Source: an optimization exercise on an open RTL-to-GDS flow (aim: small area). Production flows keep margins and buffers that such runs may drop.
Only simulation tests tie the RTL to the original design; equivalence was not proved.
The clock port is modelled as an ideal driver; clocking choices that lean on that would not hold on a real chip.
Power is estimated from default activity; no workload was simulated.

// pi6502_orch
module pi6502_orch (
    input  wire        clk,
    input  wire        rst,           
    output wire        cpu_clk,
    output wire        cpu_rst,       
    input  wire        cpu_rw,        
    input  wire [15:0] cpu_addr,
    input  wire [7:0]  cpu_din,       
    output wire [7:0]  cpu_dout,      
    output wire        cpu_doe,       
    output wire        mem_en,
    output wire        mem_we,
    output wire [15:0] mem_addr,
    output wire [7:0]  mem_wdata,
    input  wire [7:0]  mem_rdata,
    output wire        key_poll,
    input  wire        key_valid,
    input  wire [7:0]  key_code,
    output wire        con_valid,
    output wire [1:0]  con_kind,      
    output wire [6:0]  con_char,
    output wire        rej_valid,
    output wire [15:0] rej_addr,
    output wire [7:0]  rej_data
);
    reg  [10:0] c;       
    reg         bus;     
    reg         f;       
    wire ends    = c[8] & c[7] & c[3] & c[2] & c[1] & c[0];
    wire poll    = bus & ends;                              
    wire seqend  = ends & c[10] & c[9] & c[6];               
    wire use_cpu = bus & c[2] & c[1] & ~c[0];                
    wire is_kbd  = (cpu_addr == 16'hD010);
    wire is_dsp  = (cpu_addr == 16'hD012);
    wire is_brom = (cpu_addr[15:8] == 8'hFF);
    wire is_rom  = (cpu_addr[15:12] == 4'hE) || is_brom;
    wire kbd_rd  = cpu_rw & is_kbd;
    wire wr      = ~cpu_rw & use_cpu;
    wire [6:0] dsp_c     = cpu_din[6:0];
    wire       dsp_drop  = (dsp_c == 7'h00) || (dsp_c == 7'h7F) || (dsp_c == 7'h0A);
    wire       dsp_break = (dsp_c == 7'h0D);
    wire key_is_reset = (key_code == 8'h52) || (key_code == 8'h72);
  ...
==> flow/config.mk <==
export PLATFORM = sky130hd
export DESIGN_NAME = pi6502_orch
export DESIGN_NICKNAME = pi6502_orch
export VERILOG_FILES = /design/flow/design.v
export SDC_FILE = /design/flow/constraint.sdc
export NUM_CORES = 4
export LEC_CHECK = 0
export CAP_MARGIN = 20
export CORE_MARGIN = 2
export CORE_UTILIZATION = 25
export SLEW_MARGIN = 20
==> flow/constraint.sdc <==
create_clock -name core_clock -period 5.0 [get_ports {clk}]
set_input_delay 1.0000 -clock core_clock [delete_from_list [all_inputs] [get_ports {clk}]]
set_output_delay 1.0000 -clock core_clock [all_outputs]
set_load 0.01 [all_outputs]
standard.sh (not shown) runs the stock make flow with config.mk's settings and CLKGATE_MAP_FILE= SYNTH_SCRIPT=/design/flow/synth_recipe.tcl, a recipe that flattens the netlist after the stock synthesis.
==> flow/flow/run.sh <==
#!/bin/bash
# Standard synthesis, its gates re-mapped for area (flip-flops untouched), then
# the standard layout with the smallest buffer cell on the ports and a clock
# tree of one buffer. Each tool writes its full output to a log of its own here.
set -euo pipefail
export BUFFER_PORTS_ARGS="-buffer_cell sky130_fd_sc_hd__buf_1"
export SKIP_REPAIR_TIE_FANOUT=1
export CLKROOT_CELL=sky130_fd_sc_hd__clkbuf_8
export PRE_CTS_TCL="$PWD/flow/clkroot.tcl"
export CTS_ARGS="-clk_nets clk -repair_clock_nets -dont_use_dummy_load"
R=orfs/results/${FLOW_PLATFORM}/pi6502_orch/base
bash standard.sh synth > standard_synth.log 2>&1
cp $R/1_2_yosys.v standard_1_2_yosys.v
REOPT_IN=standard_1_2_yosys.v REOPT_OUT=reopt_1_2_yosys.v yosys -c flow/reopt.tcl > reopt_yosys.log 2>&1
cp reopt_1_2_yosys.v $R/1_2_yosys.v
bash standard.sh > standard_flow.log 2>&1
==> flow/flow/clkroot.tcl <==
# The clock tree: one clock buffer between the clock port and every register's
# clock pin, placed at the registers' centre (detailed placement legalizes it).
set block [ord::get_db_block]
set master [[ord::get_db] findMaster $::env(CLKROOT_CELL)]
set clknet [$block findNet clk]
set newnet [odb::dbNet_create $block clknet_root]
set inst [odb::dbInst_create $block $master clkbuf_root]
set xs 0
set ys 0
set n 0
foreach it [$clknet getITerms] {
  set bb [[$it getInst] getBBox]
  incr xs [expr {([$bb xMin] + [$bb xMax]) / 2}]
  incr ys [expr {([$bb yMin] + [$bb yMax]) / 2}]
  incr n
  $it disconnect
  $it connect $newnet
}
[$inst findITerm A] connect $clknet
[$inst findITerm X] connect $newnet
$newnet setSigType CLOCK
$inst setLocation [expr {$xs / $n}] [expr {$ys / $n}]
$inst setPlacementStatus PLACED
puts "clkroot: $n clock pins moved behind [$master getName]"
Other scripts of this flow, unchanged in this note and not shown: flow/flow/abc1.script, flow/flow/abc2.script, flow/flow/abc3.script, flow/flow/abc4.script, flow/flow/abc5.script, flow/flow/abc6.script, flow/flow/abc7.script, flow/flow/dont_use.txt, flow/flow/reopt.tcl
Change:
--- a/flow/flow/run.sh
+++ b/flow/flow/run.sh
@@ -7,3 +7,3 @@
 export SKIP_REPAIR_TIE_FANOUT=1
-export CLKROOT_CELL=sky130_fd_sc_hd__clkbuf_8
+export CLKROOT_CELL=sky130_fd_sc_hd__clkbuf_4
 export PRE_CTS_TCL="$PWD/flow/clkroot.tcl"
==> flow/flow/clkroot.tcl (replaced) <==
# The clock tree: one clock buffer between the clock port and every register's
# clock pin. The registers are first gathered around their centre (detailed
# placement legalizes them) so that the buffer drives a short net; the buffer
# goes at that centre.
set block [ord::get_db_block]
set master [[ord::get_db] findMaster $::env(CLKROOT_CELL)]
set clknet [$block findNet clk]
set xs 0
set ys 0
set n 0
set sinks [$clknet getITerms]
foreach it $sinks {
  set bb [[$it getInst] getBBox]
  incr xs [expr {([$bb xMin] + [$bb xMax]) / 2}]
  incr ys [expr {([$bb yMin] + [$bb yMax]) / 2}]
  incr n
}
set cx [expr {$xs / $n}]
set cy [expr {$ys / $n}]
foreach it $sinks {
  [$it getInst] setLocation $cx $cy
}
detailed_placement
set newnet [odb::dbNet_create $block clknet_root]
set inst [odb::dbInst_create $block $master clkbuf_root]
foreach it $sinks {
  $it disconnect
  $it connect $newnet
}
[$inst findITerm A] connect $clknet
[$inst findITerm X] connect $newnet
$newnet setSigType CLOCK
$inst setLocation $cx $cy
$inst setPlacementStatus PLACED
puts "clkroot: $n clock pins moved behind [$master getName]"
Utilization shrinks by 0.13 points. Worst setup slack gets worse by 61 ps. Worst hold slack gets better by 45 ps. Register-to-register slack gets worse by 60 ps. Power shrinks by 5.6%.

afterwards: timing with drivers on the ports:
The results above use ideal ports. As a check the final layouts listed here were re-extracted and re-timed, cells and wires unchanged. Step 1 (the two cells are an assumption about what drives the block):
set clk [get_ports {clk}]
set_driving_cell -lib_cell sky130_fd_sc_hd__clkbuf_16 $clk
set_driving_cell -lib_cell sky130_fd_sc_hd__buf_2 [delete_from_list [all_inputs] $clk]
Step 2 times the ports against the registers' clock, not the clock port: input delays grow and output delays shrink by t, the midpoint of the rising clock arrivals with the driver on. Three values: ideal ports, drivers, drivers and shift; two values: the first two.
run	t, ns	slack for setup (ns)	worst data-port slew with drivers (ns)
the first run	0.168	1.209 / 1.184 / 1.351	0.06
the second run	0.193	1.149 / 1.126 / 1.319	0.06
After both steps every run listed still meets setup and hold.
